Source: an optimization exercise on an open RTL-to-GDS flow (aim: small area, a short achievable clock period and few clock cycles). Production flows keep margins and buffers that such runs may drop.
In this exercise RTL edits were held to simulation tests only and were not proved equivalent to the original.
No activity file was given, so power comes from the tool's default toggle rates.

### design/flow/design.v
module wordenc_core #(
    parameter IBUF_DEPTH = 32,
    parameter OBUF_DEPTH = 45,
    parameter [63:0] MAGIC = 64'hEFCDAB8967452301    
) (
    input  wire        clk,
    input  wire        rst,           
    input  wire        bus_en,
    input  wire        bus_we,
    input  wire [31:0] bus_addr,
    input  wire [31:0] bus_wdata,
    output reg  [31:0] bus_rdata
);
    localparam [3:0] C_NONE = 4'd0, C_BAD_WORD = 4'd1, C_BAD_PADDING = 4'd2,
                     C_BAD_HEADER = 4'd3, C_ABSURD = 4'd4, C_TRUNCATED = 4'd5,
                     C_ILLEGAL = 4'd6, C_CAPACITY = 4'd7;
    localparam [1:0] R_ACCEPT = 2'd0, R_FALLBACK = 2'd1, R_PARTIAL = 2'd2,
                     R_HARD_FAIL = 2'd3;
    localparam [63:0] MAGIC_BE = {MAGIC[7:0], MAGIC[15:8], MAGIC[23:16], MAGIC[31:24],
                                  MAGIC[39:32], MAGIC[47:40], MAGIC[55:48], MAGIC[63:56]};
    reg        busy, done, ign;
    reg [3:0]  st_code;
    reg [1:0]  st_result;
    reg        st_framed, st_pad_clean, st_unpacked;
    reg [2:0]  st_pad_count;
    reg [1:0]  ctrl;                  
    reg [63:0] max_len;
    reg [31:0] in_len;
    reg [5:0]  out_len;
    reg [4:0]  hdr_len;
    reg [4:0]  badword_pos;
    reg [31:0] last_cmd;
    reg [11:0] ibuf [0:IBUF_DEPTH-1];
    reg [351:0] sbuf;
    reg         sym_mode;             
    reg         use_off;              
    reg        q_dec;                 
    reg        q_raw;                 
    reg        q_auto;                
    wire [31:0] status_word = {16'd0, st_unpacked, st_pad_count, st_pad_clean,
                               st_framed, st_result, st_code, 1'b0, ign, done, busy};
    wire        wr       = bus_en &  bus_we;
    wire        reg_hit  = (bus_addr[31:12] == 20'd0);
    wire [9:0]  reg_off  = bus_addr[11:2];
    wire        ibuf_hit = (bus_addr[31:30] == 2'b01) && (bus_addr[29:7] == 23'd0);
    wire        obuf_hit = (bus_addr[31:30] == 2'b10) && (bus_addr[29:8] == 22'd0) &&
                           (bus_addr[7:2] < OBUF_DEPTH);
    wire [4:0]  ib_idx   = bus_addr[6:2];
    wire [5:0]  ob_idx   = bus_addr[7:2];
    wire        cmd_wr   = wr & reg_hit & (reg_off == 10'h000);
    wire w_hi0    = (bus_wdata[31:6] == 26'd0);
    wire is_er    = w_hi0 & (bus_wdata[5:0] == 6'h01);
    wire is_ef    = w_hi0 & (bus_wdata[5:0] == 6'h11);
    wire is_wr    = w_hi0 & (bus_wdata[5:0] == 6'h03);
    wire is_dr    = w_hi0 & (bus_wdata[5:0] == 6'h02);
    wire is_df    = w_hi0 & (bus_wdata[5:0] == 6'h12);
    wire is_da    = w_hi0 & (bus_wdata[5:0] == 6'h22);
    wire is_uw    = w_hi0 & (bus_wdata[5:0] == 6'h13);
    wire is_parse = is_dr | is_df | is_da | is_uw;
    wire legal    = is_er | is_ef | is_wr | is_parse;
    wire [5:0] n = in_len[5:0];       
    wire over_cap = (in_len[31:6] != 26'd0) | (in_len[5] & (in_len[4:0] != 5'd0));
    function [5:0] f_ulen(input [5:0] x);       
        integer j;
        begin
            f_ulen = 6'd0;
            for (j = 0; j <= 32; j = j + 1) if (x == j) f_ulen = (11 * j) / 8;
        end
    endfunction
    function [5:0] f_encraw(input [5:0] x);     
        integer j;
        begin
            f_encraw = 6'd0;
            for (j = 0; j <= 32; j = j + 1) if (x == j) f_encraw = (8 * j + 10) / 11;
        end
    endfunction
    function [5:0] f_encfr(input [5:0] x);      
        integer j;
        begin
            f_encfr = 6'd0;
            for (j = 0; j <= 32; j = j + 1) if (x == j) f_encfr = (8 * (j + 9) + 10) / 11;
        end
    endfunction
    function [5:0] f_wrap(input [5:0] x);       
        integer j;
        begin
            f_wrap = 6'd0;
            for (j = 0; j <= 32; j = j + 1) if (x == j) f_wrap = j + 9;
        end
    endfunction
    function [31:0] f_below(input [5:0] x);     
        integer j;
        begin
            f_below = 32'd0;
            for (j = 0; j <= 32; j = j + 1) if (x == j) f_below = (33'd1 << j) - 33'd1;
        end
    endfunction
    function gt64(input [63:0] a, input [63:0] b);
        reg [63:0] g, e;
        integer lv, i;
        begin
            g = a & ~b;
            e = ~(a ^ b);
            for (lv = 0; lv < 6; lv = lv + 1)
                for (i = 0; i < (32 >> lv); i = i + 1) begin
                    g[i] = g[2*i+1] | (e[2*i+1] & g[2*i]);
                    e[i] = e[2*i+1] & e[2*i];
                end
            gt64 = g[0];
        end
    endfunction
    wire [31:0] below = f_below(n);
    wire [351:0] tok_s;               
    wire [255:0] bytm_s;              
    genvar gi;
    generate
        for (gi = 0; gi < 32; gi = gi + 1) begin : g_in
            assign tok_s[351 - 11*gi -: 11] = ibuf[gi][10:0];
            assign bytm_s[255 - 8*gi -: 8]  = below[gi] ? ibuf[gi][7:0] : 8'd0;
        end
    endgenerate
    wire snap_tok  = ~bus_wdata[0];
    wire snap_pref =  bus_wdata[0] & (bus_wdata[4] ^ bus_wdata[1]);
    wire [351:0] snap = snap_tok  ? tok_s :
                        snap_pref ? {MAGIC_BE, 2'b00, n, bytm_s, 24'd0} :
                                    {bytm_s, 96'd0};
    wire [143:0] u = sbuf[351 -: 144];
    wire [9:0] cont;
    wire [9:0] vm;
    wire [63:0] L;
    generate
        for (gi = 0; gi < 10; gi = gi + 1) begin : g_var
            assign cont[gi] = u[143 - 8*(8+gi)];
            if (gi == 0) assign vm[gi] = 1'b1;
            else         assign vm[gi] = vm[gi-1] & cont[gi-1];
            if (gi < 9)  assign L[7*gi +: 7] = vm[gi] ? u[142 - 8*(8+gi) -: 7] : 7'd0;
            else         assign L[63] = vm[gi] & u[0];
        end
    endgenerate
    reg [3:0] p;                      
    integer   vi;
    always @* begin
        p = 4'd0;
        for (vi = 1; vi < 10; vi = vi + 1)
            if (vm[vi]) p = vi;
    end
    wire [4:0]  hdr   = 5'd9 + {1'b0, p};
    wire        magic = (u[143 -: 64] == MAGIC_BE);
    wire        term  = ~(vm[9] & cont[9]);
    wire        vok   = term & ~(vm[9] & (u[6:1] != 6'd0));
    wire        big   = (L[63:6] != 58'd0);
    wire        gtmax = gt64(L, max_len);
    wire [63:0] decl_rd = (hdr_len != 5'd0) ? L : 64'd0;
    wire [5:0] ulen   = q_dec ? f_ulen(n) : n;
    wire       mg     = magic & (q_dec ? (n >= 6'd6) : (n >= 6'd8));
    wire       hfit   = ({1'b0, hdr} <= ulen);
    wire [6:0] lh     = {1'b0, L[5:0]} + {2'b0, hdr};
    wire       trunc  = big | (lh > {1'b0, ulen});
    wire [5:0] rem    = ulen - {1'b0, hdr};
    wire [2:0] pad_cnt = n[2:0] + {n[1:0], 1'b0};
    reg        pad_clean;
    integer    ki;
    always @* begin
        pad_clean = 1'b1;
        for (ki = 0; ki < 32; ki = ki + 1)
            if (n == ki + 1)
                pad_clean = ((sbuf[341 - 11*ki +: 7] & ((7'd1 << ((3 * (ki + 1)) % 8)) - 7'd1)) == 7'd0);
    end
    reg        bad_any;
    reg [4:0]  bad_pos;
    integer    bi;
    always @* begin
        bad_any = 1'b0; bad_pos = 5'd0;
        for (bi = 31; bi >= 0; bi = bi - 1)
            if (ibuf[bi][11] && below[bi]) begin bad_any = 1'b1; bad_pos = bi; end
    end
    reg [3:0]  o_code;
    reg [1:0]  o_result;
    reg        o_framed, o_unpacked, o_pclean, o_off;
    reg [2:0]  o_pcnt;
    reg [5:0]  o_len;
    reg [4:0]  o_hdr, o_bpos;
    always @* begin
        o_code = C_NONE; o_result = R_ACCEPT; o_framed = 1'b0; o_unpacked = 1'b0;
        o_pclean = 1'b0; o_pcnt = 3'd0; o_len = 6'd0; o_hdr = 5'd0;
        o_bpos = 5'd0; o_off = 1'b0;
        if (q_dec && bad_any) begin
            o_code = C_BAD_WORD; o_result = R_HARD_FAIL; o_bpos = bad_pos;
        end else begin
            if (q_dec) begin
                o_unpacked = 1'b1; o_pclean = pad_clean; o_pcnt = pad_cnt;
            end
            if (q_dec && ctrl[1] && !pad_clean) begin
                o_code = C_BAD_PADDING; o_result = R_HARD_FAIL; o_len = ulen;
            end else if (q_raw) begin
                o_len = ulen;
            end else if (!mg) begin
                if (q_auto) o_len = ulen;
                else begin o_code = C_BAD_HEADER; o_result = R_HARD_FAIL; end
            end else if (!vok || !hfit) begin
                o_code = C_BAD_HEADER;
                if (q_auto) begin o_result = R_FALLBACK; o_len = ulen; end
                else o_result = R_HARD_FAIL;
            end else if (gtmax) begin
                o_code = C_ABSURD; o_hdr = hdr;
                if (q_auto) begin o_result = R_FALLBACK; o_len = ulen; end
                else o_result = R_HARD_FAIL;
            end else if (trunc) begin
                o_code = C_TRUNCATED; o_framed = 1'b1; o_hdr = hdr;
                if (ctrl[0]) begin
                    o_result = R_PARTIAL; o_len = rem; o_off = 1'b1;
                end else o_result = R_HARD_FAIL;
            end else begin
                o_framed = 1'b1; o_hdr = hdr;
                o_len = L[5:0]; o_off = 1'b1;
            end
        end
    end
    always @(posedge clk) begin
        if (cmd_wr & ~busy)
            sbuf <= snap;
    end
    always @(posedge clk) begin
        if (wr & ibuf_hit & ~busy)
            ibuf[ib_idx] <= bus_wdata[11:0];
    end
    always @(posedge clk) begin
        if (rst) begin
            busy         <= 1'b0;
            done         <= 1'b0;
            ign          <= 1'b0;
            st_code      <= C_NONE;
            st_result    <= R_ACCEPT;
            st_framed    <= 1'b0;
            st_pad_clean <= 1'b0;
            st_pad_count <= 3'd0;
            st_unpacked  <= 1'b0;
            ctrl         <= 2'd0;
            max_len      <= 64'h0000000010000000;
            in_len       <= 32'd0;
            out_len      <= 6'd0;
            hdr_len      <= 5'd0;
            badword_pos  <= 5'd0;
            last_cmd     <= 32'd0;
        end else begin
            if (busy) begin
                busy         <= 1'b0;
                done         <= 1'b1;
                st_code      <= o_code;
                st_result    <= o_result;
                st_framed    <= o_framed;
                st_pad_clean <= o_pclean;
                st_pad_count <= o_pcnt;
                st_unpacked  <= o_unpacked;
                out_len      <= o_len;
                hdr_len      <= o_hdr;
                badword_pos  <= o_bpos;
                use_off      <= o_off;
            end
            if (wr) begin
                if (reg_hit) begin
                    case (reg_off)
                        10'h000: begin                        
                            if (busy) begin
                                ign <= 1'b1;
                            end else begin
                                last_cmd     <= bus_wdata;
                                ign          <= 1'b0;
                                q_dec        <= ~bus_wdata[0];
                                q_raw        <= (bus_wdata[5:4] == 2'b00);
                                q_auto       <= bus_wdata[5];
                                st_pad_clean <= 1'b0;
                                st_pad_count <= 3'd0;
                                st_unpacked  <= 1'b0;
                                badword_pos  <= 5'd0;
                                use_off      <= 1'b0;
                                sym_mode     <= is_er | is_ef;
                                st_framed    <= (is_ef | is_wr) & ~over_cap;
                                hdr_len      <= ((is_ef | is_wr) & ~over_cap) ? 5'd9 : 5'd0;
                                out_len      <= over_cap ? 6'd0 :
                                                is_er ? f_encraw(n) :
                                                is_ef ? f_encfr(n) :
                                                is_wr ? f_wrap(n) : 6'd0;
                                if (!legal) begin
                                    st_code   <= C_ILLEGAL;
                                    st_result <= R_HARD_FAIL;
                                    done      <= 1'b1;
                                end else if (over_cap) begin
                                    st_code   <= C_CAPACITY;
                                    st_result <= R_HARD_FAIL;
                                    done      <= 1'b1;
                                end else begin
                                    st_code   <= C_NONE;
                                    st_result <= R_ACCEPT;
                                    busy      <= is_parse;
                                    done      <= ~is_parse;
                                end
                            end
                        end
                        10'h002: if (busy) ign <= 1'b1; else ctrl <= bus_wdata[1:0];
                        10'h003: if (busy) ign <= 1'b1; else max_len[31:0]  <= bus_wdata;
                        10'h004: if (busy) ign <= 1'b1; else max_len[63:32] <= bus_wdata;
                        10'h005: if (busy) ign <= 1'b1; else in_len <= bus_wdata;
                        default: ;
                    endcase
                end else if (ibuf_hit) begin
                    if (busy) ign <= 1'b1;
                end
            end
        end
    end
    wire [5:0]  bidx  = ob_idx + (use_off ? {1'b0, hdr_len} : 6'd0);
    wire [7:0]  sb_bytes [0:63];
    wire [10:0] sb_syms  [0:31];
    generate
        for (gi = 0; gi < 64; gi = gi + 1) begin : g_rb
            if (gi < 44) assign sb_bytes[gi] = sbuf[351 - 8*gi -: 8];
            else         assign sb_bytes[gi] = 8'd0;
        end
        for (gi = 0; gi < 32; gi = gi + 1) begin : g_rs
            assign sb_syms[gi] = sbuf[351 - 11*gi -: 11];
        end
    endgenerate
    reg [31:0] rd_val;
    always @* begin
        rd_val = 32'd0;
        if (reg_hit) begin
            case (reg_off)
                10'h001: rd_val = status_word;
                10'h002: rd_val = {30'd0, ctrl};
                10'h003: rd_val = max_len[31:0];
                10'h004: rd_val = max_len[63:32];
                10'h005: rd_val = in_len;
                10'h006: rd_val = {26'd0, out_len};
                10'h007: rd_val = decl_rd[31:0];
                10'h008: rd_val = decl_rd[63:32];
                10'h009: rd_val = {27'd0, hdr_len};
                10'h00A: rd_val = {27'd0, badword_pos};
                10'h00B: rd_val = last_cmd;
                10'h00C: rd_val = MAGIC[31:0];
                10'h00D: rd_val = MAGIC[63:32];
                10'h00E: rd_val = IBUF_DEPTH;
                10'h00F: rd_val = OBUF_DEPTH;
                default: rd_val = 32'd0;
            endcase
        end else if (ibuf_hit) begin
            rd_val = {20'd0, ibuf[ib_idx]};
        end else if (obuf_hit) begin
            rd_val = sym_mode ? {21'd0, sb_syms[ob_idx[4:0]]} : {24'd0, sb_bytes[bidx]};
        end
    end
    always @(posedge clk)
        bus_rdata <= rd_val;
endmodule
### design/flow/run.sh
#!/bin/bash
# synth_recipe.tcl (not shown) runs the flow's synth.tcl, then flattens the netlist and writes it again
# the make line also repeats each setting of config.mk as NAME=value (left out here)
make -C /OpenROAD-flow-scripts/flow DESIGN_CONFIG=/design/flow/config.mk WORK_HOME=/design/flow/orfs CLKGATE_MAP_FILE= SYNTH_SCRIPT=/design/flow/synth_recipe.tcl finish
### design/flow/config.mk
export PLATFORM = sky130hd
export DESIGN_NAME = wordenc_core
export DESIGN_NICKNAME = wordenc_core
export VERILOG_FILES = /design/flow/design.v
export SDC_FILE = /design/flow/constraint.sdc
export NUM_CORES = 4
export LEC_CHECK = 0
export CAP_MARGIN = 20
export CORE_MARGIN = 2
export CORE_UTILIZATION = 40
export SLEW_MARGIN = 20
### design/flow/constraint.sdc
create_clock -name core_clock -period 8.0 [get_ports {clk}]
set_input_delay 1.6000 -clock core_clock [delete_from_list [all_inputs] [get_ports {clk}]]
set_output_delay 1.6000 -clock core_clock [all_outputs]
set_load 0.01 [all_outputs]
==> results of run 1 <==
## metrics by stage
stage	std cells	worst slack, ns	hold slack, ns	utilization [%]	total power (uW)
after floorplan	4690	0.0242	0.421	-	5630
after global placement	6349	1.50	0.441	43.1	6030
after detailed placement	6349	1.39	0.448	43.1	6030
after CTS	6539	1.88	0.456	45.8	10800
after global routing	6552	1.40	0.467	45.9	11100
final	6604	1.42	0.459	46.0	11000
## cells in the final DEF, fill, tap and decap left out, drive strengths merged, types with 38 or more instances in the layout
cell type / netlist / final
a221oi: 58 / 58
edfxtp: 741 / 741
nor2: 270 / 270
diode: 0 / 62
nor4: 74 / 74
nand3: 95 / 95
ha: 90 / 90
a32oi: 38 / 38
a31oi: 55 / 55
a22oi: 272 / 272
buf: 66 / 244
nand4: 78 / 78
mux4: 117 / 117
nor3: 102 / 102
clkbuf: 257 / 121
nor2b: 81 / 81
o21ai: 143 / 143
a221o: 148 / 148
and3: 94 / 94
clkdlybuf4s50: 0 / 79
clkinv: 2 / 40
and2: 121 / 121
a211oi: 39 / 39
inv: 173 / 181
dfxtp: 193 / 193
a22o: 139 / 139
a21oi: 313 / 313
nand2: 471 / 471
## metal layers
metal	vias up	routed length [um]	track usage (%)	part of all wire (%)
met5	-	432	1.78	0.12
met4	32	36800	42.8	10
met3	1556	61600	29.5	17
met2	5712	141000	72.4	38
met1	26000	128000	65.7	35
li1	18900	-	-	-
## logic make-up after synthesis
group                      share of synthesized area, %
adders and majority gates                          2.32
and+or+nand+nor                                    15.4
muxes                                              5.99
DFF                                                51.1
buffers and inverters                              3.88
AOI/OAI and AO/OA                                  21.0
xor gates and xnor gates                          0.257
## where the power goes
group / internal (uW) / leakage (uW) / switching (uW)
logic: 199 / 0.00950 / 574
clock network: 2710 / 0.00162 / 2250
registers: 5220 / 0.00859 / 0.538
total: 8130 / 0.0197 / 2830
## worst max-delay path: stages, from the launching register on
cell and delay [ns]:
dfxtp_1 0.73, inv_1 0.22, ha_1 0.29, buf_4 0.29
nor4_1 1.01, o22ai_2 0.69, nor2_1 1.01, o211ai_1 0.23
and3b_1 0.29, nand3_1 0.20, nor4b_4 0.86, o21ai_2 0.22
o31ai_1 0.32
## worst paths after layout
| kind | startpoint | endpoint | slack, ns | cells past startpoint |
|---|---|---|---|---|
| setup / recovery | in_len[0] | use_off | 1.42 | 12 |
| hold / removal | last_cmd[22] | last_cmd[22] | 0.46 | 2 |
| setup reg to reg | in_len[0] | use_off | 1.42 | 12 |
| hold reg to reg | last_cmd[22] | last_cmd[22] | 0.46 | 2 |
## registers in the layout, indices dropped and copies added, names as in the netlist, 2 cells and up
signal,cells
badword_pos,5
bus_rdata,32
out_len,6
sbuf,352
last_cmd,32
in_len,32
st_pad_count,3
max_len,64
ibuf,384
hdr_len,5
st_code,4
st_result,2
ctrl,2
## cell type report
cell class	count	area [um^2]	share of cell area, %
Inverter	175	669	1.14
Multi-Input combinational cell	3258	23400	40.0
Tap cell	1662	2080	3.55
Clock buffer	121	2630	4.50
Timing Repair Buffer	323	2660	4.54
Clock inverter	69	795	1.36
Sequential cell	934	26100	44.6
Antenna cell	62	155	0.265
==> flow_summary.json, run 1 <==
{
  "core_um2": 127000,
  "fmax_mhz": 152,
  "synth.distinct_cells": 110,
  "syn_inst": 4690,
  "hold_viol_final": 0,
  "avgSynthCellArea_um2": 10.9,
  "finalWirelength_um": 368000,
  "cts_setup_buffers": 0,
  "grt_pass1_wl_um": 468000,
  "critPathCaptureType": "register",
  "rows": 131,
  "setup_violations": 0,
  "yosys.area.top_type_share_pct": 43.6,
  "synth_commonest_cells": "edfxtp_1 (741), nand2_1 (470), a21oi_1 (311)",
  "layout-drive-gt1-share_pct": 13.9,
  "vias": 52200,
  "leakage_uw": 0.0197,
  "grt_max_degree": 147,
  "globalplace.congestion": 1.13,
  "grt.total_usage_pct": 54.8,
  "grt_setup_unrepaired": "false",
  "fin_crit_sh_pct": 82.3,
  "synth_edf_count": 741,
  "wire_per_inst_um": 55.7,
  "via_per_inst": 7.91,
  "synth.most_common_cell": "edfxtp_1",
  "totalNegativeSetupSlack_ns": 0,
  "cts_buffers": 102,
  "arrival_ns": 7.17,
  "h-tree-depth": 3,
  "fillers": 11800,
  "drtIter0Drc": 11900,
  "layout.nets": 4955,
  "seq_area_frac_synth_pct": 51.1,
  "placed_area_um2": 54900,
  "port_buffers": 97,
  "dr.pass1.iters": 10,
  "die_w_um": 361,
  "clk_pin_slew_ns": 0.06,
  "gr-total-overflow": 0,
  "synth_ff_type": "edfxtp_1",
  "clockBufferDepth": 3,
  "irDropWorstVdd_v": 0.000188,
  "period_minus_slack_ns": 6.58,
  "clockRootBuffer": "clkbuf_16",
  "start_util_pct": 40.1,
  "worstMarginPinSlew_ns": 1.53,
  "so.violations": "max-capacitance violations, max-slew violations",
  "synth_area_leaders": "edfxtp_1 (44%), dfxtp_1 (7.6%), mux4_2 (5.2%)",
  "cp.required_ns": 8.59,
  "cap_violations": 1,
  "synth_area_leader_cell": "edfxtp_1",
  "slew_viol_final": 2,
  "synth-seq-cells": 934,
  "async_reset_ff_share_pct": 0,
  "status": "complete, but fails checks",
  "yosys_warnings": 1,
  "crit_type": "register to register",
  "slew_headroom_pct": -1.70,
  "cp_max_fo": 31,
  "setup.worst_path.start_class": "register",
  "cts_resized": 0,
  "die_y_um": 361,
  "clock_sinks": 934,
  "antenna_found_initial": 60,
  "clock_latency_ns": 0.79,
  "drc_errors": 0,
  "finClkSkew_ns": 0.0583,
  "fin_area_um2": 58500,
  "ant_nets": 0,
  "top_level_ports": 100,
  "cts_tree": "yes",
  "syn_nets": 4851,
  "grt_pass1_vias": 45900,
  "hold_class": "register to register",
  "synth_area_um2": 51100,
  "dp_hpwl_um": 279000,
  "area_delta_synth_final_pct": 14.6,
  "hold_buffers": 0,
  "p_per_area_nw_per_um2": 187,
  "die_area_um2": 131000
}
Testbench counts, summed over its fixed seeds: cycles 52,008.
==> run 2: changes to the inputs <==
--- a/design/flow/design.v
+++ b/design/flow/design.v
@@ -309,7 +309,30 @@
             end
         end
     end
-    wire [5:0]  bidx  = ob_idx + (use_off ? {1'b0, hdr_len} : 6'd0);
+    function [5:0] addc(input [5:0] x, input integer c);
+        integer a;
+        begin
+            addc = 6'd0;
+            for (a = 0; a < 64; a = a + 1)
+                if (x == a) addc = (a + c) % 64;
+        end
+    endfunction
+    reg [5:0] bidx;                   
+    always @* begin
+        case (use_off ? hdr_len : 5'd0)
+            5'd9:    bidx = addc(ob_idx, 9);
+            5'd10:   bidx = addc(ob_idx, 10);
+            5'd11:   bidx = addc(ob_idx, 11);
+            5'd12:   bidx = addc(ob_idx, 12);
+            5'd13:   bidx = addc(ob_idx, 13);
+            5'd14:   bidx = addc(ob_idx, 14);
+            5'd15:   bidx = addc(ob_idx, 15);
+            5'd16:   bidx = addc(ob_idx, 16);
+            5'd17:   bidx = addc(ob_idx, 17);
+            5'd18:   bidx = addc(ob_idx, 18);
+            default: bidx = ob_idx;
+        endcase
+    end
     wire [7:0]  sb_bytes [0:63];
     wire [10:0] sb_syms  [0:31];
     generate
==> design/flow/config.mk (replaced) <==
export PLATFORM = sky130hd
export DESIGN_NAME = wordenc_core
export DESIGN_NICKNAME = wordenc_core
export VERILOG_FILES = /design/flow/design.v
export SDC_FILE = /design/flow/constraint.sdc
export NUM_CORES = 4
export LEC_CHECK = 0
export ABC_CLOCK_PERIOD_IN_PS = 3500
export CAP_MARGIN = 40
export CORE_MARGIN = 2
export CORE_UTILIZATION = 55
export SETUP_SLACK_MARGIN = 4.5
export SLEW_MARGIN = 40
==> run 2 against run 1 <==
Effect of this change:
- synthesized area up 1.5%
- synthesized cell count up 1.4%
- the flow now stops in global routing (5_1_grt)
==> flow_summary.json, run 2 <==
{
  "async_reset_ff_share_pct": 0,
  "synth.distinct_cells": 113,
  "yosys_warnings": 1,
  "syn_nets": 4913,
  "yosys.area.top_type_share_pct": 42.9,
  "die_y_um": 311,
  "synth_edf_count": 741,
  "error": "[ERROR GRT-0232] Routing congestion too high. Check the congestion heatmap in the GUI.",
  "syn_inst": 4758,
  "port_buffers": 97,
  "synth_area_leaders": "edfxtp_1 (43%), dfxtp_1 (7.5%), mux4_2 (5.2%)",
  "synth.most_common_cell": "edfxtp_1",
  "grt_max_degree": 123,
  "cts_buffers": 94,
  "dp_slack_ns": 1.34,
  "start_util_pct": 55.6,
  "status": "stopped before the end",
  "avgSynthCellArea_um2": 10.9,
  "globalplace.congestion": 1.33,
  "hold_buffers": 0,
  "top_level_ports": 100,
  "gr-total-overflow": 5,
  "haltStage": "global routing (5_1_grt)",
  "dp_hpwl_um": 239000,
  "die_w_um": 311,
  "synth_area_um2": 51800,
  "grt.total_usage_pct": 78.7,
  "synth_commonest_cells": "edfxtp_1 (741), nand2_1 (396), nor2_1 (296)",
  "rows": 112,
  "synth_ff_type": "edfxtp_1",
  "clockRootBuffer": "clkbuf_16",
  "clockBufferDepth": 3,
  "synth_area_leader_cell": "edfxtp_1",
  "seq_area_frac_synth_pct": 50.4,
  "clock_sinks": 934,
  "synth-seq-cells": 934,
  "h-tree-depth": 3
}
run 2: cell count changes after synthesis, moves of 19 or more:
cell,previous run,this run
a22oi_1,269,152
nand3_1,94,174
nand2_1,470,396
mux2i_1,28,69
a22o_1,139,171
a221oi_1,57,84
and3_1,94,121
nor2_1,270,296
a21oi_1,311,286
buf_2,23,48
a21o_1,8,29
nand4_1,76,95
run 2: layer usage:
layer | overflow | global-route usage [%]
met1 | 0 | 79.6
met2 | 1 | 89.5
met3 | 0 | 69.3
met4 | 4 | 74.7
met5 | 0 | 50.6
run 2: logic make-up after synthesis:
group / share of synthesized area (%)
AND/OR/NAND/NOR: 16.0
AO/OA/AOI/OAI: 20.5
flip-flops: 50.4
buffers and inverters: 3.92
multiplexers: 6.86
adder cells (fa/ha/maj): 2.17
XOR/XNOR: 0.236
run 2: worst min-delay path by stage:
stage | start | to | slack [ns] | cells past startpoint
4_1_cts | hdr_len[2] | hdr_len[2] | 0.46 | 2
3_5_place_dp | hdr_len[2] | hdr_len[2] | 0.44 | 2
3_3_place_gp | hdr_len[2] | hdr_len[2] | 0.44 | 2
2_1_floorplan | st_unpacked | st_unpacked | 0.43 | 1
run 2: repair_timing:
action	4_1_cts
buffers inserted	300
pin swaps	191
setup endpoints to repair	1230
cloned	60
resized for setup	759
run 2: stage by stage:
stage                     std cells  util (%)  setup TNS (ns)  instance area [um^2]  total power [uW]
after CTS                      6486      70.5               0                 65800             10800
after floorplan                4758         -          -78.40                 52500              5680
after global placement         5940      58.9               0                 54900              6040
after detailed placement       5954      59.2               0                 55300              6040
run 2: power groups by stage:
stage / clock (uW) / combinational, uW / sequential [uW]
floorplan: 0 / 356 / 5320
global placement: 0 / 715 / 5320
detailed placement: 0 / 722 / 5320
CTS: 4670 / 897 / 5210
Testbench counts of run 2, summed over its fixed seeds: cycles 52,008.

==> static timing again, ports no longer ideal <==
No port has a modelled driver above. Below, the same layout with a new extraction and two added sets of constraints. Step 1, drivers: a clkbuf_16 drives clk and a buf_2 each remaining input, both assumed. Step 2, shift: input delay + t, output delay - t, t = (earliest + latest rising clock arrival at the registers) / 2. This alone moves slack from input paths to output paths. a / b / c = no drivers / after step 1 / after step 2; a / b = the first two.
run: run 1
t (ns): 0.851
setup WS [ns]: 1.416 / 1.416 / 1.172
slew at the worst register clock pin (ns): 0.08 / 0.08
pins driven straight from the clock port: 1
The setup slack of run 1 moves by 0.000 ns with the drivers and by -0.244 ns with both steps.
